Context: an optimization exercise on an open-source flow, tuned for small area, a short achievable clock period and few clock cycles. The choices shown serve that exercise and are no tape-out recipe. In this exercise RTL edits were held to simulation tests only and were not proved equivalent to the original. Power and IR drop assume default switching activity.

**flow/run.sh**
```bash
#!/bin/bash
# synth_recipe.tcl (not shown) runs the flow's synth.tcl, then flattens the netlist and writes it again
# the make line also repeats each setting of config.mk as NAME=value (left out here)
make -C /OpenROAD-flow-scripts/flow DESIGN_CONFIG=/design/flow/config.mk WORK_HOME=/design/flow/orfs CLKGATE_MAP_FILE= SYNTH_SCRIPT=/design/flow/synth_recipe.tcl finish
```
**flow/config.mk**
```make
export PLATFORM = sky130hd
export DESIGN_NAME = gfr6_engine
export DESIGN_NICKNAME = gfr6_engine
export VERILOG_FILES = /design/flow/design.v
export SDC_FILE = /design/flow/constraint.sdc
export NUM_CORES = 4
export LEC_CHECK = 0
export CAP_MARGIN = 20
export CORE_MARGIN = 2
export CORE_UTILIZATION = 40
export PLACE_DENSITY = 0.6
export SLEW_MARGIN = 20
```
**flow/constraint.sdc**
```tcl
create_clock -name core_clock -period 14.0 [get_ports {clk}]
set_input_delay 2.8000 -clock core_clock [delete_from_list [all_inputs] [get_ports {clk}]]
set_output_delay 2.8000 -clock core_clock [all_outputs]
set_load 0.01 [all_outputs]
```
**flow/design.v**
```verilog
module gfr6_pmul (
    input  wire [7:0] a,
    input  wire [7:0] b,
    input  wire [7:0] poly_lo,
    output wire [7:0] p
);
    reg [7:0]  rd [0:6];
    reg [14:0] r;
    reg [7:0]  q;
    integer i;
    always @* begin
        rd[0] = poly_lo;
        for (i = 1; i < 7; i = i + 1)
            rd[i] = {rd[i-1][6:0], 1'b0} ^ (rd[i-1][7] ? poly_lo : 8'd0);
        r = 15'd0;
        for (i = 0; i < 8; i = i + 1)
            if (b[i]) r = r ^ ({7'd0, a} << i);
        q = r[7:0];
        for (i = 0; i < 7; i = i + 1)
            if (r[8+i]) q = q ^ rd[i];
    end
    assign p = q;
endmodule
module gfr6_mul255 (
    input  wire [7:0] a,
    input  wire [7:0] b,
    output wire [7:0] p
);
    reg [10:0] s;
    reg [8:0]  t;
    integer i;
    always @* begin
        s = 11'd0;
        for (i = 0; i < 8; i = i + 1)
            if (b[i]) s = s + {3'd0, ((a << i) | (a >> (8 - i)))};
        t = {1'b0, s[7:0]} + {6'd0, s[10:8]};
    end
    assign p = t[7:0] + {7'd0, t[8]};
endmodule
module gfr6_phi (
    input  wire [7:0] poly_lo,
    input  wire [7:0] x,
    output wire [7:0] y
);
    reg [63:0] m;
    always @* begin
        case (poly_lo)
            8'h1b: m = 64'hff5533110f050301;
            8'h1d: m = 64'h8040201008040201;
            8'h2b: m = 64'h62e42e0d78140601;
            8'h2d: m = 64'hc7f1f4c07f540e01;
            8'h39: m = 64'h26643bc124550f01;
            8'h3f: m = 64'hcefc240c6b150701;
            8'h4d: m = 64'hf3502e530c884b01;
            8'h5f: m = 64'h108a3752ce894a01;
            8'h63: m = 64'h06fca08d6b481f01;
            8'h65: m = 64'hea38338c3d491e01;
            8'h69: m = 64'h942f115cbf191201;
            8'h71: m = 64'hc0a1e2cc73410901;
            8'h77: m = 64'h752d26cd3a400801;
            8'h7b: m = 64'h08350fce29c45601;
            8'h87: m = 64'hf8a1747973342801;
            8'h8b: m = 64'h38a196b573752101;
            8'h8d: m = 64'h7a7f1c69b3302a01;
            8'h9f: m = 64'h672c7ce93b6c3301;
            8'ha3: m = 64'h0cd991fb46ed6e01;
            8'ha9: m = 64'h890ceba515712301;
            8'hb1: m = 64'hb4dfe6f4c17c3701;
            8'hbd: m = 64'hadc396a8d0652501;
            8'hc3: m = 64'h8dd96ca446702201;
            8'hcf: m = 64'h7bce05fac4ec6f01;
            8'hd7: m = 64'hc10f1aa991642401;
            8'hdd: m = 64'hf25624f58b7d3601;
            8'he7: m = 64'hbba8a7e8656d3201;
            8'hf3: m = 64'h9c6003b426742001;
            8'hf5: m = 64'hd8275e68a8312b01;
            8'hf9: m = 64'h3aed24786e352901;
            default: m = 64'h0;
        endcase
    end
    assign y = (x[0] ? m[7:0] : 8'd0) ^ (x[1] ? m[15:8] : 8'd0) ^
               (x[2] ? m[23:16] : 8'd0) ^ (x[3] ? m[31:24] : 8'd0) ^
               (x[4] ? m[39:32] : 8'd0) ^ (x[5] ? m[47:40] : 8'd0) ^
               (x[6] ? m[55:48] : 8'd0) ^ (x[7] ? m[63:56] : 8'd0);
endmodule
module gfr6_psi (
    input  wire [7:0] poly_lo,
    input  wire [7:0] x,
    output wire [7:0] y
);
    reg [63:0] m;
    always @* begin
        case (poly_lo)
            8'h1b: m = 64'hff5533110f050301;
            8'h1d: m = 64'h8040201008040201;
            8'h2b: m = 64'hc2b1ac9b8e9f9d01;
            8'h2d: m = 64'h4a5a6e3f9361f001;
            8'h39: m = 64'h59486f2aec678801;
            8'h3f: m = 64'ha9dcc6e3f6e6e501;
            8'h4d: m = 64'he9bf79ffede55101;
            8'h5f: m = 64'h97d57980929d4501;
            8'h63: m = 64'hf6b8d63fbc5bdb01;
            8'h65: m = 64'h8ed2bd2ad749b601;
            8'h69: m = 64'h69dd8e2124c82301;
            8'h71: m = 64'h8505c4ac03936401;
            8'h77: m = 64'hfb04afc602ec6301;
            8'h7b: m = 64'h6f5e89fd80359401;
            8'h87: m = 64'h9124d037d2e3ca01;
            8'h8b: m = 64'h4256036eed3e3201;
            8'h8d: m = 64'heaf4727697c1e701;
            8'h9f: m = 64'hf744a8240ae28f01;
            8'ha3: m = 64'hefd2b8ceb232e801;
            8'ha9: m = 64'hbea3d0763f7fd301;
            8'hb1: m = 64'h9990c62a8df51a01;
            8'hbd: m = 64'hf80692f67a91bf01;
            8'hc3: m = 64'hd4cebb712a7fb901;
            8'hcf: m = 64'h91b8d2a3de219601;
            8'hd7: m = 64'h8706ed8e7befd501;
            8'hdd: m = 64'he0eeac3ff48c1d01;
            8'he7: m = 64'h8f50c3360c9af701;
            8'hf3: m = 64'h5642026f922b2101;
            8'hf5: m = 64'h958d7471e9ab9e01;
            8'hf9: m = 64'hef36bb25b89ba601;
            default: m = 64'h0;
        endcase
    end
    assign y = (x[0] ? m[7:0] : 8'd0) ^ (x[1] ? m[15:8] : 8'd0) ^
               (x[2] ? m[23:16] : 8'd0) ^ (x[3] ? m[31:24] : 8'd0) ^
               (x[4] ? m[39:32] : 8'd0) ^ (x[5] ? m[47:40] : 8'd0) ^
               (x[6] ? m[55:48] : 8'd0) ^ (x[7] ? m[63:56] : 8'd0);
endmodule
module gfr6_logk (
    input  wire [7:0] i,
    output reg  [7:0] o
);
    always @* begin
        case (i)
            8'h00: o = 8'hff;
            8'h01: o = 8'h00;
            8'h02: o = 8'h01;
            8'h03: o = 8'h19;
            8'h04: o = 8'h02;
            8'h05: o = 8'h32;
            8'h06: o = 8'h1a;
            8'h07: o = 8'hc6;
            8'h08: o = 8'h03;
            8'h09: o = 8'hdf;
            8'h0a: o = 8'h33;
            8'h0b: o = 8'hee;
            8'h0c: o = 8'h1b;
            8'h0d: o = 8'h68;
            8'h0e: o = 8'hc7;
            8'h0f: o = 8'h4b;
            8'h10: o = 8'h04;
            8'h11: o = 8'h64;
            8'h12: o = 8'he0;
            8'h13: o = 8'h0e;
            8'h14: o = 8'h34;
            8'h15: o = 8'h8d;
            8'h16: o = 8'hef;
            8'h17: o = 8'h81;
            8'h18: o = 8'h1c;
            8'h19: o = 8'hc1;
            8'h1a: o = 8'h69;
            8'h1b: o = 8'hf8;
            8'h1c: o = 8'hc8;
            8'h1d: o = 8'h08;
            8'h1e: o = 8'h4c;
            8'h1f: o = 8'h71;
            8'h20: o = 8'h05;
            8'h21: o = 8'h8a;
            8'h22: o = 8'h65;
            8'h23: o = 8'h2f;
            8'h24: o = 8'he1;
            8'h25: o = 8'h24;
            8'h26: o = 8'h0f;
            8'h27: o = 8'h21;
            8'h28: o = 8'h35;
            8'h29: o = 8'h93;
            8'h2a: o = 8'h8e;
            8'h2b: o = 8'hda;
            8'h2c: o = 8'hf0;
            8'h2d: o = 8'h12;
            8'h2e: o = 8'h82;
            8'h2f: o = 8'h45;
            8'h30: o = 8'h1d;
            8'h31: o = 8'hb5;
            8'h32: o = 8'hc2;
            8'h33: o = 8'h7d;
            8'h34: o = 8'h6a;
            8'h35: o = 8'h27;
            8'h36: o = 8'hf9;
            8'h37: o = 8'hb9;
            8'h38: o = 8'hc9;
            8'h39: o = 8'h9a;
            8'h3a: o = 8'h09;
            8'h3b: o = 8'h78;
            8'h3c: o = 8'h4d;
            8'h3d: o = 8'he4;
            8'h3e: o = 8'h72;
            8'h3f: o = 8'ha6;
            8'h40: o = 8'h06;
            8'h41: o = 8'hbf;
            8'h42: o = 8'h8b;
            8'h43: o = 8'h62;
            8'h44: o = 8'h66;
            8'h45: o = 8'hdd;
            8'h46: o = 8'h30;
            8'h47: o = 8'hfd;
            8'h48: o = 8'he2;
            8'h49: o = 8'h98;
            8'h4a: o = 8'h25;
            8'h4b: o = 8'hb3;
            8'h4c: o = 8'h10;
            8'h4d: o = 8'h91;
            8'h4e: o = 8'h22;
            8'h4f: o = 8'h88;
            8'h50: o = 8'h36;
            8'h51: o = 8'hd0;
            8'h52: o = 8'h94;
            8'h53: o = 8'hce;
            8'h54: o = 8'h8f;
            8'h55: o = 8'h96;
            8'h56: o = 8'hdb;
            8'h57: o = 8'hbd;
            8'h58: o = 8'hf1;
            8'h59: o = 8'hd2;
            8'h5a: o = 8'h13;
            8'h5b: o = 8'h5c;
            8'h5c: o = 8'h83;
            8'h5d: o = 8'h38;
            8'h5e: o = 8'h46;
            8'h5f: o = 8'h40;
            8'h60: o = 8'h1e;
            8'h61: o = 8'h42;
            8'h62: o = 8'hb6;
            8'h63: o = 8'ha3;
            8'h64: o = 8'hc3;
            8'h65: o = 8'h48;
            8'h66: o = 8'h7e;
            8'h67: o = 8'h6e;
            8'h68: o = 8'h6b;
            8'h69: o = 8'h3a;
            8'h6a: o = 8'h28;
            8'h6b: o = 8'h54;
            8'h6c: o = 8'hfa;
            8'h6d: o = 8'h85;
            8'h6e: o = 8'hba;
            8'h6f: o = 8'h3d;
            8'h70: o = 8'hca;
            8'h71: o = 8'h5e;
            8'h72: o = 8'h9b;
            8'h73: o = 8'h9f;
            8'h74: o = 8'h0a;
            8'h75: o = 8'h15;
            8'h76: o = 8'h79;
            8'h77: o = 8'h2b;
            8'h78: o = 8'h4e;
            8'h79: o = 8'hd4;
            8'h7a: o = 8'he5;
            8'h7b: o = 8'hac;
            8'h7c: o = 8'h73;
            8'h7d: o = 8'hf3;
            8'h7e: o = 8'ha7;
            8'h7f: o = 8'h57;
            8'h80: o = 8'h07;
            8'h81: o = 8'h70;
            8'h82: o = 8'hc0;
            8'h83: o = 8'hf7;
            8'h84: o = 8'h8c;
            8'h85: o = 8'h80;
            8'h86: o = 8'h63;
            8'h87: o = 8'h0d;
            8'h88: o = 8'h67;
            8'h89: o = 8'h4a;
            8'h8a: o = 8'hde;
            8'h8b: o = 8'hed;
            8'h8c: o = 8'h31;
            8'h8d: o = 8'hc5;
            8'h8e: o = 8'hfe;
            8'h8f: o = 8'h18;
            8'h90: o = 8'he3;
            8'h91: o = 8'ha5;
            8'h92: o = 8'h99;
            8'h93: o = 8'h77;
            8'h94: o = 8'h26;
            8'h95: o = 8'hb8;
            8'h96: o = 8'hb4;
            8'h97: o = 8'h7c;
            8'h98: o = 8'h11;
            8'h99: o = 8'h44;
            8'h9a: o = 8'h92;
            8'h9b: o = 8'hd9;
            8'h9c: o = 8'h23;
            8'h9d: o = 8'h20;
            8'h9e: o = 8'h89;
            8'h9f: o = 8'h2e;
            8'ha0: o = 8'h37;
            8'ha1: o = 8'h3f;
            8'ha2: o = 8'hd1;
            8'ha3: o = 8'h5b;
            8'ha4: o = 8'h95;
            8'ha5: o = 8'hbc;
            8'ha6: o = 8'hcf;
            8'ha7: o = 8'hcd;
            8'ha8: o = 8'h90;
            8'ha9: o = 8'h87;
            8'haa: o = 8'h97;
            8'hab: o = 8'hb2;
            8'hac: o = 8'hdc;
            8'had: o = 8'hfc;
            8'hae: o = 8'hbe;
            8'haf: o = 8'h61;
            8'hb0: o = 8'hf2;
            8'hb1: o = 8'h56;
            8'hb2: o = 8'hd3;
            8'hb3: o = 8'hab;
            8'hb4: o = 8'h14;
            8'hb5: o = 8'h2a;
            8'hb6: o = 8'h5d;
            8'hb7: o = 8'h9e;
            8'hb8: o = 8'h84;
            8'hb9: o = 8'h3c;
            8'hba: o = 8'h39;
            8'hbb: o = 8'h53;
            8'hbc: o = 8'h47;
            8'hbd: o = 8'h6d;
            8'hbe: o = 8'h41;
            8'hbf: o = 8'ha2;
            8'hc0: o = 8'h1f;
            8'hc1: o = 8'h2d;
            8'hc2: o = 8'h43;
            8'hc3: o = 8'hd8;
            8'hc4: o = 8'hb7;
            8'hc5: o = 8'h7b;
            8'hc6: o = 8'ha4;
            8'hc7: o = 8'h76;
            8'hc8: o = 8'hc4;
            8'hc9: o = 8'h17;
            8'hca: o = 8'h49;
            8'hcb: o = 8'hec;
            8'hcc: o = 8'h7f;
            8'hcd: o = 8'h0c;
            8'hce: o = 8'h6f;
            8'hcf: o = 8'hf6;
            8'hd0: o = 8'h6c;
            8'hd1: o = 8'ha1;
            8'hd2: o = 8'h3b;
            8'hd3: o = 8'h52;
            8'hd4: o = 8'h29;
            8'hd5: o = 8'h9d;
            8'hd6: o = 8'h55;
            8'hd7: o = 8'haa;
            8'hd8: o = 8'hfb;
            8'hd9: o = 8'h60;
            8'hda: o = 8'h86;
            8'hdb: o = 8'hb1;
            8'hdc: o = 8'hbb;
            8'hdd: o = 8'hcc;
            8'hde: o = 8'h3e;
            8'hdf: o = 8'h5a;
            8'he0: o = 8'hcb;
            8'he1: o = 8'h59;
            8'he2: o = 8'h5f;
            8'he3: o = 8'hb0;
            8'he4: o = 8'h9c;
            8'he5: o = 8'ha9;
            8'he6: o = 8'ha0;
            8'he7: o = 8'h51;
            8'he8: o = 8'h0b;
            8'he9: o = 8'hf5;
            8'hea: o = 8'h16;
            8'heb: o = 8'heb;
            8'hec: o = 8'h7a;
            8'hed: o = 8'h75;
            8'hee: o = 8'h2c;
            8'hef: o = 8'hd7;
            8'hf0: o = 8'h4f;
            8'hf1: o = 8'hae;
            8'hf2: o = 8'hd5;
            8'hf3: o = 8'he9;
            8'hf4: o = 8'he6;
            8'hf5: o = 8'he7;
            8'hf6: o = 8'had;
            8'hf7: o = 8'he8;
            8'hf8: o = 8'h74;
            8'hf9: o = 8'hd6;
            8'hfa: o = 8'hf4;
            8'hfb: o = 8'hea;
            8'hfc: o = 8'ha8;
            8'hfd: o = 8'h50;
            8'hfe: o = 8'h58;
            8'hff: o = 8'haf;
            default: o = 8'h00;
        endcase
    end
endmodule
module gfr6_expk (
    input  wire [7:0] i,
    output reg  [7:0] o
);
    always @* begin
        case (i)
            8'h00: o = 8'h01;
            8'h01: o = 8'h02;
            8'h02: o = 8'h04;
            8'h03: o = 8'h08;
            8'h04: o = 8'h10;
            8'h05: o = 8'h20;
            8'h06: o = 8'h40;
            8'h07: o = 8'h80;
            8'h08: o = 8'h1d;
            8'h09: o = 8'h3a;
            8'h0a: o = 8'h74;
            8'h0b: o = 8'he8;
            8'h0c: o = 8'hcd;
            8'h0d: o = 8'h87;
            8'h0e: o = 8'h13;
            8'h0f: o = 8'h26;
            8'h10: o = 8'h4c;
            8'h11: o = 8'h98;
            8'h12: o = 8'h2d;
            8'h13: o = 8'h5a;
            8'h14: o = 8'hb4;
            8'h15: o = 8'h75;
            8'h16: o = 8'hea;
            8'h17: o = 8'hc9;
            8'h18: o = 8'h8f;
            8'h19: o = 8'h03;
            8'h1a: o = 8'h06;
            8'h1b: o = 8'h0c;
            8'h1c: o = 8'h18;
            8'h1d: o = 8'h30;
            8'h1e: o = 8'h60;
            8'h1f: o = 8'hc0;
            8'h20: o = 8'h9d;
            8'h21: o = 8'h27;
            8'h22: o = 8'h4e;
            8'h23: o = 8'h9c;
            8'h24: o = 8'h25;
            8'h25: o = 8'h4a;
            8'h26: o = 8'h94;
            8'h27: o = 8'h35;
            8'h28: o = 8'h6a;
            8'h29: o = 8'hd4;
            8'h2a: o = 8'hb5;
            8'h2b: o = 8'h77;
            8'h2c: o = 8'hee;
            8'h2d: o = 8'hc1;
            8'h2e: o = 8'h9f;
            8'h2f: o = 8'h23;
            8'h30: o = 8'h46;
            8'h31: o = 8'h8c;
            8'h32: o = 8'h05;
            8'h33: o = 8'h0a;
            8'h34: o = 8'h14;
            8'h35: o = 8'h28;
            8'h36: o = 8'h50;
            8'h37: o = 8'ha0;
            8'h38: o = 8'h5d;
            8'h39: o = 8'hba;
            8'h3a: o = 8'h69;
            8'h3b: o = 8'hd2;
            8'h3c: o = 8'hb9;
            8'h3d: o = 8'h6f;
            8'h3e: o = 8'hde;
            8'h3f: o = 8'ha1;
            8'h40: o = 8'h5f;
            8'h41: o = 8'hbe;
            8'h42: o = 8'h61;
            8'h43: o = 8'hc2;
            8'h44: o = 8'h99;
            8'h45: o = 8'h2f;
            8'h46: o = 8'h5e;
            8'h47: o = 8'hbc;
            8'h48: o = 8'h65;
            8'h49: o = 8'hca;
            8'h4a: o = 8'h89;
            8'h4b: o = 8'h0f;
            8'h4c: o = 8'h1e;
            8'h4d: o = 8'h3c;
            8'h4e: o = 8'h78;
            8'h4f: o = 8'hf0;
            8'h50: o = 8'hfd;
            8'h51: o = 8'he7;
            8'h52: o = 8'hd3;
            8'h53: o = 8'hbb;
            8'h54: o = 8'h6b;
            8'h55: o = 8'hd6;
            8'h56: o = 8'hb1;
            8'h57: o = 8'h7f;
            8'h58: o = 8'hfe;
            8'h59: o = 8'he1;
            8'h5a: o = 8'hdf;
            8'h5b: o = 8'ha3;
            8'h5c: o = 8'h5b;
            8'h5d: o = 8'hb6;
            8'h5e: o = 8'h71;
            8'h5f: o = 8'he2;
            8'h60: o = 8'hd9;
            8'h61: o = 8'haf;
            8'h62: o = 8'h43;
            8'h63: o = 8'h86;
            8'h64: o = 8'h11;
            8'h65: o = 8'h22;
            8'h66: o = 8'h44;
            8'h67: o = 8'h88;
            8'h68: o = 8'h0d;
            8'h69: o = 8'h1a;
            8'h6a: o = 8'h34;
            8'h6b: o = 8'h68;
            8'h6c: o = 8'hd0;
            8'h6d: o = 8'hbd;
            8'h6e: o = 8'h67;
            8'h6f: o = 8'hce;
            8'h70: o = 8'h81;
            8'h71: o = 8'h1f;
            8'h72: o = 8'h3e;
            8'h73: o = 8'h7c;
            8'h74: o = 8'hf8;
            8'h75: o = 8'hed;
            8'h76: o = 8'hc7;
            8'h77: o = 8'h93;
            8'h78: o = 8'h3b;
            8'h79: o = 8'h76;
            8'h7a: o = 8'hec;
            8'h7b: o = 8'hc5;
            8'h7c: o = 8'h97;
            8'h7d: o = 8'h33;
            8'h7e: o = 8'h66;
            8'h7f: o = 8'hcc;
            8'h80: o = 8'h85;
            8'h81: o = 8'h17;
            8'h82: o = 8'h2e;
            8'h83: o = 8'h5c;
            8'h84: o = 8'hb8;
            8'h85: o = 8'h6d;
            8'h86: o = 8'hda;
            8'h87: o = 8'ha9;
            8'h88: o = 8'h4f;
            8'h89: o = 8'h9e;
            8'h8a: o = 8'h21;
            8'h8b: o = 8'h42;
            8'h8c: o = 8'h84;
            8'h8d: o = 8'h15;
            8'h8e: o = 8'h2a;
            8'h8f: o = 8'h54;
            8'h90: o = 8'ha8;
            8'h91: o = 8'h4d;
            8'h92: o = 8'h9a;
            8'h93: o = 8'h29;
            8'h94: o = 8'h52;
            8'h95: o = 8'ha4;
            8'h96: o = 8'h55;
            8'h97: o = 8'haa;
            8'h98: o = 8'h49;
            8'h99: o = 8'h92;
            8'h9a: o = 8'h39;
            8'h9b: o = 8'h72;
            8'h9c: o = 8'he4;
            8'h9d: o = 8'hd5;
            8'h9e: o = 8'hb7;
            8'h9f: o = 8'h73;
            8'ha0: o = 8'he6;
            8'ha1: o = 8'hd1;
            8'ha2: o = 8'hbf;
            8'ha3: o = 8'h63;
            8'ha4: o = 8'hc6;
            8'ha5: o = 8'h91;
            8'ha6: o = 8'h3f;
            8'ha7: o = 8'h7e;
            8'ha8: o = 8'hfc;
            8'ha9: o = 8'he5;
            8'haa: o = 8'hd7;
            8'hab: o = 8'hb3;
            8'hac: o = 8'h7b;
            8'had: o = 8'hf6;
            8'hae: o = 8'hf1;
            8'haf: o = 8'hff;
            8'hb0: o = 8'he3;
            8'hb1: o = 8'hdb;
            8'hb2: o = 8'hab;
            8'hb3: o = 8'h4b;
            8'hb4: o = 8'h96;
            8'hb5: o = 8'h31;
            8'hb6: o = 8'h62;
            8'hb7: o = 8'hc4;
            8'hb8: o = 8'h95;
            8'hb9: o = 8'h37;
            8'hba: o = 8'h6e;
            8'hbb: o = 8'hdc;
            8'hbc: o = 8'ha5;
            8'hbd: o = 8'h57;
            8'hbe: o = 8'hae;
            8'hbf: o = 8'h41;
            8'hc0: o = 8'h82;
            8'hc1: o = 8'h19;
            8'hc2: o = 8'h32;
            8'hc3: o = 8'h64;
            8'hc4: o = 8'hc8;
            8'hc5: o = 8'h8d;
            8'hc6: o = 8'h07;
            8'hc7: o = 8'h0e;
            8'hc8: o = 8'h1c;
            8'hc9: o = 8'h38;
            8'hca: o = 8'h70;
            8'hcb: o = 8'he0;
            8'hcc: o = 8'hdd;
            8'hcd: o = 8'ha7;
            8'hce: o = 8'h53;
            8'hcf: o = 8'ha6;
            8'hd0: o = 8'h51;
            8'hd1: o = 8'ha2;
            8'hd2: o = 8'h59;
            8'hd3: o = 8'hb2;
            8'hd4: o = 8'h79;
            8'hd5: o = 8'hf2;
            8'hd6: o = 8'hf9;
            8'hd7: o = 8'hef;
            8'hd8: o = 8'hc3;
            8'hd9: o = 8'h9b;
            8'hda: o = 8'h2b;
            8'hdb: o = 8'h56;
            8'hdc: o = 8'hac;
            8'hdd: o = 8'h45;
            8'hde: o = 8'h8a;
            8'hdf: o = 8'h09;
            8'he0: o = 8'h12;
            8'he1: o = 8'h24;
            8'he2: o = 8'h48;
            8'he3: o = 8'h90;
            8'he4: o = 8'h3d;
            8'he5: o = 8'h7a;
            8'he6: o = 8'hf4;
            8'he7: o = 8'hf5;
            8'he8: o = 8'hf7;
            8'he9: o = 8'hf3;
            8'hea: o = 8'hfb;
            8'heb: o = 8'heb;
            8'hec: o = 8'hcb;
            8'hed: o = 8'h8b;
            8'hee: o = 8'h0b;
            8'hef: o = 8'h16;
            8'hf0: o = 8'h2c;
            8'hf1: o = 8'h58;
            8'hf2: o = 8'hb0;
            8'hf3: o = 8'h7d;
            8'hf4: o = 8'hfa;
            8'hf5: o = 8'he9;
            8'hf6: o = 8'hcf;
            8'hf7: o = 8'h83;
            8'hf8: o = 8'h1b;
            8'hf9: o = 8'h36;
            8'hfa: o = 8'h6c;
            8'hfb: o = 8'hd8;
            8'hfc: o = 8'had;
            8'hfd: o = 8'h47;
            8'hfe: o = 8'h8e;
            8'hff: o = 8'h01;
            default: o = 8'h00;
        endcase
    end
endmodule
module gfr6_engine (
    input  wire        clk,
    input  wire        rst_n,
    input  wire        cmd_valid,
    output wire        cmd_ready,
    input  wire [31:0] cmd_data,
    output wire        rsp_valid,
    input  wire        rsp_ready,
    output wire [31:0] rsp_data
);
    localparam [2:0] ST_OK       = 3'b000;
    localparam [2:0] ST_INVGEN   = 3'b001;
    localparam [2:0] ST_DIVZERO  = 3'b010;
    localparam [2:0] ST_NOTREADY = 3'b100;
    localparam [2:0] ST_LOCKED   = 3'b101;
    localparam [2:0] ST_ILLEGAL  = 3'b111;
    localparam [5:0] OP_NOP     = 6'h01;
    localparam [5:0] OP_RDREG   = 6'h02;
    localparam [5:0] OP_CLRERR  = 6'h03;
    localparam [5:0] OP_SETPOLY = 6'h04;
    localparam [5:0] OP_SETGEN  = 6'h05;
    localparam [5:0] OP_BUILD   = 6'h06;
    localparam [5:0] OP_GFADD   = 6'h08;
    localparam [5:0] OP_GFMUL   = 6'h09;
    localparam [5:0] OP_GFINV   = 6'h0A;
    localparam [5:0] OP_GFPOW   = 6'h0B;
    localparam [5:0] OP_RDLOG   = 6'h0C;
    localparam [5:0] OP_RDEXP   = 6'h0D;
    reg  [7:0]  poly_lo;
    reg  [7:0]  gen;
    reg         tblv;
    reg         err;
    reg  [2:0]  ecode;       
    reg  [7:0]  ep;          
    reg  [7:0]  eg;
    reg  [31:0] ecmd;        
    reg  [7:0]  cinv;        
    reg         rdy_q;
    reg         c_v;
    reg  [31:0] c_q;
    reg         v1, l1, m1, e1, b1, r01, b161;
    reg  [2:0]  st1;
    reg  [7:0]  x1, k1;
    reg         v2, m2, e2, b2, r02, b162;
    reg  [2:0]  st2;
    reg  [2:0]  step;
    reg  [7:0]  l2, k2;
    reg         v3, e3, r03, b163;
    reg  [2:0]  st3;
    reg  [7:0]  t3, h3;
    reg         o_v, k_v;
    reg  [2:0]  o_st, k_st;
    reg         o_r0, k_r0, o_b16, k_b16;
    reg  [7:0]  o_hi, k_hi, o_lo, k_lo;
    reg         busy;        
    wire adv = !k_v;
    assign cmd_ready = rdy_q;
    assign rsp_valid = o_v;
    assign rsp_data  = {o_st[2], 1'b0, o_st[1:0], 2'b00, o_r0, 2'b00, o_r0, 1'b0,
                        o_r0, 1'b0, o_r0, o_r0, o_b16, o_hi, o_lo};
    wire [5:0]  op    = c_q[31:26];
    wire [7:0]  fa    = c_q[15:8];
    wire [7:0]  fb    = c_q[7:0];
    wire [15:0] fe    = c_q[23:8];
    wire [3:0]  fr    = c_q[3:0];
    reg illegal;
    always @* begin
        case (op)
            OP_NOP, OP_CLRERR, OP_BUILD: illegal = (c_q[25:0] != 26'd0);
            OP_RDREG:                    illegal = (c_q[25:4] != 22'd0) || (fr > 4'd10);
            OP_SETPOLY, OP_SETGEN, OP_GFINV, OP_RDLOG, OP_RDEXP:
                                         illegal = (c_q[25:8] != 18'd0);
            OP_GFADD, OP_GFMUL:          illegal = (c_q[25:16] != 10'd0);
            OP_GFPOW:                    illegal = (c_q[25:24] != 2'd0);
            default:                     illegal = 1'b1;
        endcase
    end
    wire [7:0] mulab;
    gfr6_pmul u_pmul (.a(fa), .b(fb), .poly_lo(poly_lo), .p(mulab));
    wire       use_gen = (op == OP_RDEXP) || (op == OP_BUILD);
    wire [7:0] phix;
    gfr6_phi u_phi (.poly_lo(poly_lo), .x(use_gen ? gen : fb), .y(phix));
    wire [8:0] es   = {1'b0, fe[15:8]} + {1'b0, fe[7:0]};
    wire [7:0] emod = es[7:0] + {7'd0, es[8]};
    reg  [7:0] rd_lo, rd_hi;
    reg        rd_r0, rd_b16;
    always @* begin
        rd_lo = 8'd0;
        rd_hi = 8'd0;
        rd_r0 = 1'b0;
        rd_b16 = 1'b0;
        case (fr)
            4'd0:  begin rd_lo = 8'h01; rd_r0 = 1'b1; end
            4'd1:  rd_lo = {6'd0, err, tblv};
            4'd2:  begin rd_lo = poly_lo; rd_hi = 8'h01; end
            4'd3:  rd_lo = gen;
            4'd5:  rd_lo = err ? {ecode[2], 1'b0, ecode[1:0]} : 8'd0;
            4'd6:  if (err && ecode == ST_INVGEN) begin
                       rd_lo = eg; rd_hi = ep; rd_b16 = 1'b1;
                   end
            4'd7:  if (err) begin rd_lo = ecmd[7:0];   rd_hi = ecmd[15:8];  end
            4'd8:  if (err) begin rd_lo = ecmd[23:16]; rd_hi = ecmd[31:24]; end
            4'd9:  rd_hi = 8'h02;
            4'd10: begin rd_lo = 8'h01; rd_hi = 8'h01; end
            default: ;
        endcase
    end
    reg [2:0] d_st;
    reg       d_l, d_m, d_e, d_b, d_r0, d_b16, d_clr, d_spoly, d_sgen;
    reg [7:0] d_x, d_k;
    always @* begin
        d_st = ST_OK;
        d_l = 1'b0; d_m = 1'b0; d_e = 1'b0; d_b = 1'b0;
        d_r0 = 1'b0; d_b16 = 1'b0;
        d_clr = 1'b0; d_spoly = 1'b0; d_sgen = 1'b0;
        d_x = 8'd0;
        d_k = 8'd0;
        if (illegal) begin
            d_st = ST_ILLEGAL;
        end else begin
            case (op)
                OP_RDREG: begin
                    d_x = rd_lo; d_k = rd_hi; d_r0 = rd_r0; d_b16 = rd_b16;
                end
                OP_CLRERR: d_clr = 1'b1;
                OP_SETPOLY:
                    if (tblv) d_st = ST_LOCKED;
                    else      d_spoly = 1'b1;
                OP_SETGEN:
                    if (tblv) d_st = ST_LOCKED;
                    else      d_sgen = 1'b1;
                OP_BUILD:
                    if (tblv) d_st = ST_LOCKED;
                    else begin
                        d_b = 1'b1; d_l = 1'b1; d_x = phix;
                    end
                OP_GFADD: d_x = fa ^ fb;
                OP_GFMUL:
                    if (!tblv) d_st = ST_NOTREADY;
                    else d_x = mulab;
                OP_GFINV:
                    if (!tblv) d_st = ST_NOTREADY;
                    else if (fb == 8'd0) d_st = ST_DIVZERO;
                    else begin
                        d_l = 1'b1; d_m = 1'b1; d_e = 1'b1; d_x = phix; d_k = 8'hFE;
                    end
                OP_GFPOW:
                    if (!tblv) d_st = ST_NOTREADY;
                    else if (fe == 16'd0) d_x = 8'd1;
                    else if (fb == 8'd0) d_x = 8'd0;
                    else begin
                        d_l = 1'b1; d_m = 1'b1; d_e = 1'b1; d_x = phix; d_k = emod;
                    end
                OP_RDLOG:
                    if (!tblv) d_st = ST_NOTREADY;
                    else if (fb == 8'd0) d_x = 8'hFF;
                    else begin
                        d_l = 1'b1; d_m = 1'b1; d_x = phix; d_k = cinv;
                    end
                OP_RDEXP:
                    if (!tblv) d_st = ST_NOTREADY;
                    else begin
                        d_l = 1'b1; d_m = 1'b1; d_e = 1'b1; d_x = phix; d_k = fb;
                    end
                default: ;
            endcase
        end
    end
    wire consume = c_v && adv && !busy;
    wire [7:0] logx;
    gfr6_logk u_log (.i(x1), .o(logx));
    wire [7:0] prod;
    gfr6_mul255 u_mul (.a(l2), .b(k2), .p(prod));
    wire bact   = b2 && v2;
    wire b_iter = bact && (step != 3'd6);
    wire b_done = bact && (step == 3'd6);
    wire b_ok   = (prod == 8'd1);
    wire [7:0] expt, psit;
    gfr6_expk u_exp (.i(t3), .o(expt));
    gfr6_psi  u_psi (.poly_lo(poly_lo), .x(expt), .y(psit));
    wire [7:0] f_lo = e3 ? psit : t3;
    wire taken = o_v && rsp_ready;
    wire inc   = adv && v3;
    wire o_load = !o_v || taken;
    wire c_v_n  = (cmd_valid && rdy_q) || (c_v && !consume);
    wire k_v_n  = o_load ? 1'b0 : (k_v || inc);
    wire busy_n = (busy && !(adv && b_done)) || (consume && d_b);
    always @(posedge clk) begin
        if (!rst_n) begin
            rdy_q   <= 1'b1;
            c_v     <= 1'b0;
            v1      <= 1'b0;
            v2      <= 1'b0;
            v3      <= 1'b0;
            o_v     <= 1'b0;
            k_v     <= 1'b0;
            busy    <= 1'b0;
            poly_lo <= 8'h1D;
            gen     <= 8'h02;
            tblv    <= 1'b0;
            err     <= 1'b0;
        end else begin
            rdy_q <= !c_v_n || (!busy_n && !k_v_n);
            c_v   <= c_v_n;
            busy  <= busy_n;
            if (o_load) begin
                o_v <= k_v || inc;
                k_v <= 1'b0;
            end else if (inc) begin
                k_v <= 1'b1;
            end
            if (adv) begin
                if (b_iter) begin
                    v3 <= 1'b0;
                end else begin
                    v3 <= v2;
                end
                if (!b_iter) begin
                    v2 <= v1;
                end
                v1 <= consume;
                if (b_done) begin
                    tblv <= b_ok;
                    if (!b_ok && !err) begin
                        err   <= 1'b1;
                        ecode <= ST_INVGEN;
                        ep    <= poly_lo;
                        eg    <= gen;
                        ecmd  <= {OP_BUILD, 26'd0};
                    end
                end
            end
            if (consume) begin
                if (d_spoly) poly_lo <= fb;
                if (d_sgen)  gen     <= fb;
                if (d_clr) begin
                    err <= 1'b0;
                end else if (d_st != ST_OK && !err) begin
                    err   <= 1'b1;
                    ecode <= d_st;
                    ecmd  <= c_q;
                end
            end
        end
        if (rdy_q)
            c_q <= cmd_data;
        if (adv) begin
            st1  <= d_st;
            l1   <= d_l;
            m1   <= d_m;
            e1   <= d_e;
            b1   <= d_b;
            r01  <= d_r0;
            b161 <= d_b16;
            x1   <= d_x;
            k1   <= d_k;
            if (b_iter) begin
                l2   <= prod;
                k2   <= (step == 3'd1 || step == 3'd3) ? prod : cinv;
                if (step == 3'd5)
                    cinv <= prod;
                step <= step + 3'd1;
            end else begin
                st2  <= st1;
                m2   <= m1;
                e2   <= e1;
                b2   <= b1 && v1;
                r02  <= r01;
                b162 <= b161;
                l2   <= l1 ? logx : x1;
                k2   <= b1 ? logx : k1;
                step <= 3'd0;
                if (b1 && v1)
                    cinv <= logx;
            end
            if (b_done) begin
                st3  <= b_ok ? ST_OK : ST_INVGEN;
                e3   <= 1'b0;
                r03  <= 1'b0;
                b163 <= !b_ok;
                t3   <= b_ok ? 8'd0 : gen;
                h3   <= b_ok ? 8'd0 : poly_lo;
            end else begin
                st3  <= st2;
                e3   <= e2;
                r03  <= r02;
                b163 <= b162;
                t3   <= m2 ? prod : l2;
                h3   <= m2 ? 8'd0 : k2;
            end
        end
        if (o_load) begin
            o_st  <= k_v ? k_st  : st3;
            o_r0  <= k_v ? k_r0  : r03;
            o_b16 <= k_v ? k_b16 : b163;
            o_hi  <= k_v ? k_hi  : h3;
            o_lo  <= k_v ? k_lo  : f_lo;
        end else if (inc) begin
            k_st  <= st3;
            k_r0  <= r03;
            k_b16 <= b163;
            k_hi  <= h3;
            k_lo  <= f_lo;
        end
    end
endmodule
```
==> reports/metrics.yaml <==
pwr:
  vdd_drop_max_uv: 111
  leakagePower_nw: 12.6
  p_per_area_nw_per_um2: 60.8
timing:
  post-route-min-period_ns: 13.35
  slew_viol_final: 0
  tightest_slew_ns: 1.13
  setup_slack_ns: 0.651
  relSlewSlack_pct: 24.7
  setup_viol: 0
  min_period_over_period_pct: 95.4
  finClkSkew_ns: 0.0171
  hold_violations: 0
  fmax_ghz: 0.0749
detailed_routing:
  route.detailed.drc: 0
  drt_iter0_drc: 5188
  dr_total_vias: 32200
  avgViaCountPerCell: 6.76
  firstDrtPassIters: 8
  wl_per_cell_um: 28.2
  ant_nets: 0
  wirelength_um: 134000
run_status:
  outcome: "complete, no violations"
die:
  rows: 99
  initial_core_util_pct: 40.4
  die_area_um2: 76000
  fp.dieW_um: 276
  io_pins: 70
  coreArea_um2: 73000
  die_y_um: 276
logic_synthesis:
  yosysSeqAreaShare_pct: 23.9
  async_reset_ff_share_pct: 0
  synth_area_leader_cell: "edfxtp_1"
  yosys-top-cells-count: "nand2_1, nor2_1, a21oi_1"
  synth.distinct_cells: 112
  ys_seq_elements: 249
  ys_warn_count: 8
  synth_top_area_share_pct: 21.1
  synthFlopType: "edfxtp_1"
  syn_area_um2: 29500
  yosysMostFrequentCell: "nand2_1"
  synth.top_cells.by_area: "edfxtp_1, nand2_1, xnor2_1, ha_1, nor2_1"
  syn_avg_cell_area_um2: 7.73
  synth_edf_count: 207
  synthCells: 3820
finish:
  fillers: 7267
  area_growth_pct: 11.6
  biggestRegsByFlops: "c_q (32), ecmd (32)"
  final_core_util_pct: 45.1
  num-nets-final: 3946
  layout-drive-gt1-share_pct: 10.9
hold_path:
  hold_start: "e1$_SDFFCE_PP0N_"
  hp-class: "reg2reg"
clock_network:
  hold_buffers: 0
  clock_latency_ns: 0.62
  cts_buffers: 31
  cts_num_sinks: 249
  cts_max_path_buffers: 3
  htreeDepth: 1
  cts_root_buf: "clkbuf_16"
  cts_tree: "built"
  clkTransAtPathRegs_ns: 0.06
worst_setup_path:
  startpoint: "k2[0]$_DFFE_PN_"
  r2r-start: "k2[0]$_DFFE_PN_"
  critPathCaptureType: "flip-flop"
  crit_path_max_incr_delay_ns: 0.49
  crit_required_ns: 14.53
  arrival_ns: 13.88
  path_common_cell: "ha_1"
  worst-path-max-fanout: 12
  start_kind: "flip-flop"
  critPathSlowestCell: "a21o_1"
  critPathKind: "reg2reg"
global_route:
  antenna_found_initial: 1
  grt-ovfl-total: 0
  grt_pass1_wl_um: 196000
  grt_use_total_pct: 34.1
  grt_max_degree: 76
  grt_pass1_vias: 29600
run:
  cap_viol_max_count: 0
placement:
  place_congestion: 1.08
  dp_slack_ns: -0.132
  portBuffers: 62
  hpwl_um: 96200
==> metal layers <==
layer | track usage [%] | vias up | share of wire (%)
li1 | - | 14300 | -
met1 | 45.2 | 15100 | 39
met2 | 51.9 | 2312 | 43
met3 | 7.20 | 545 | 11
met4 | 18.2 | 0 | 6.5
met5 | 0 | - | 0
==> placed cells by master, fill, tap and decap left out, types with 35 or more instances in the layout <==
cell type and n:
ha_1 102, clkdlybuf4s50_1 61, nand4_1 38, nand2_1 489
xnor2_1 170, nor2_1 354, nand2b_1 41, o22ai_1 39
nand3_1 141, edfxtp_1 207, a21oi_1 248, o21ai_0 241
a21o_1 35, o211ai_1 68, a221oi_1 40, inv_1 78
mux2i_1 70, a211oi_1 40, a31oi_1 60, nor3_1 95
xor2_1 79, buf_4 156, nor2b_1 42, mux2_2 43
==> what timing repair did <==
action / 4_1_cts / 5_1_grt
buffers inserted: 0 / 13
setup endpoints to repair: 3 / 31
gates cloned: 0 / 0
pin swaps: 0 / 16
resized for setup: 7 / 74
==> path summary, 6_finish.rpt <==
path,to,cells after the start,slack [ns]
setup / recovery,u_psi.x[6]$_DFF_P_,60,0.65
hold / removal,e2$_DFFE_PP_,0,0.41
setup reg to reg,u_psi.x[6]$_DFF_P_,60,0.65
hold reg to reg,e2$_DFFE_PP_,0,0.41
==> stage by stage <==
stage,power [mW],instance area [µm²],std cells,setup TNS [ns],hold WS [ns]
after floorplan,1.07,29500,3826,0,0.400
after global placement,1.16,31400,4698,0,0.403
after detailed placement,1.16,31400,4698,-0.265,0.405
after CTS,2.01,32500,4756,0,0.414
after global routing,2.06,32900,4769,-0.476,0.419
final,2.00,32900,4770,0,0.411
==> final cells by class <==
type	instances	area, µm²	area share (%)
well taps	959	1200	3.64
repair buffers	226	1910	5.80
flip-flops and latches	249	7070	21.5
clock inverters	25	279	0.847
diodes	1	2.50	0.00760
clock buffers	33	783	2.38
inverters	88	337	1.02
multi-input cells	3189	21300	64.8
==> power breakdown <==
| part | switching [mW] | leakage, nW | internal, mW |
|---|---|---|---|
| Sequential | 0.0216 | 2.51 | 0.817 |
| Combinational | 0.169 | 9.63 | 0.143 |
| Clock | 0.364 | 0.506 | 0.486 |
==> critical path, delay by kind of cell (launching register included) <==
family	cells	cell delay (ns)
xor gates and xnor gates	4	0.77
muxes	2	0.52
AOI/OAI and AO/OA	23	4.80
DFF	1	0.36
and+or+nand+nor	19	3.39
buffers and inverters	1	0.07
adders and majority gates	11	3.36
==> cells by family after synthesis <==
group	Yosys count	synth area share, %
compound gates	1185	27.4
fa+ha+maj	125	5.53
simple gates	1476	23.8
other cells	1	0.0127
buf+inv	388	5.47
mux	115	4.08
flops	249	23.9
xor+xnor	281	9.70
Testbench counts, summed over its fixed seeds: cycles 13,312.

[static timing again, ports no longer ideal]
The results above use ideal ports. As a check the final layout listed here was re-extracted and re-timed, cells and wires unchanged. Step 1 (the two cells are an assumption about what drives the block):
set clk [get_ports {clk}]
set_driving_cell -lib_cell sky130_fd_sc_hd__clkbuf_16 $clk
set_driving_cell -lib_cell sky130_fd_sc_hd__buf_2 [delete_from_list [all_inputs] $clk]
Step 2 also shifts input and output timing later by t, the mid clock arrival at the registers, as if the neighbouring blocks saw the same clock. Three values: no drivers, after step 1, after step 2; two values: the first two.
shift t [ns]: 0.675
setup WS [ns]: 0.651 / 0.651 / 0.651
worst hold slack (ns): 0.411 / 0.411 / 0.411
slew at the worst register clock pin (ns): 0.07 / 0.07
worst slew at a driven data input, ns: 0.06
After both steps setup and hold are still met in this run. The setup slack of this run moves by 0.000 ns with the drivers and by 0.000 ns with both steps.
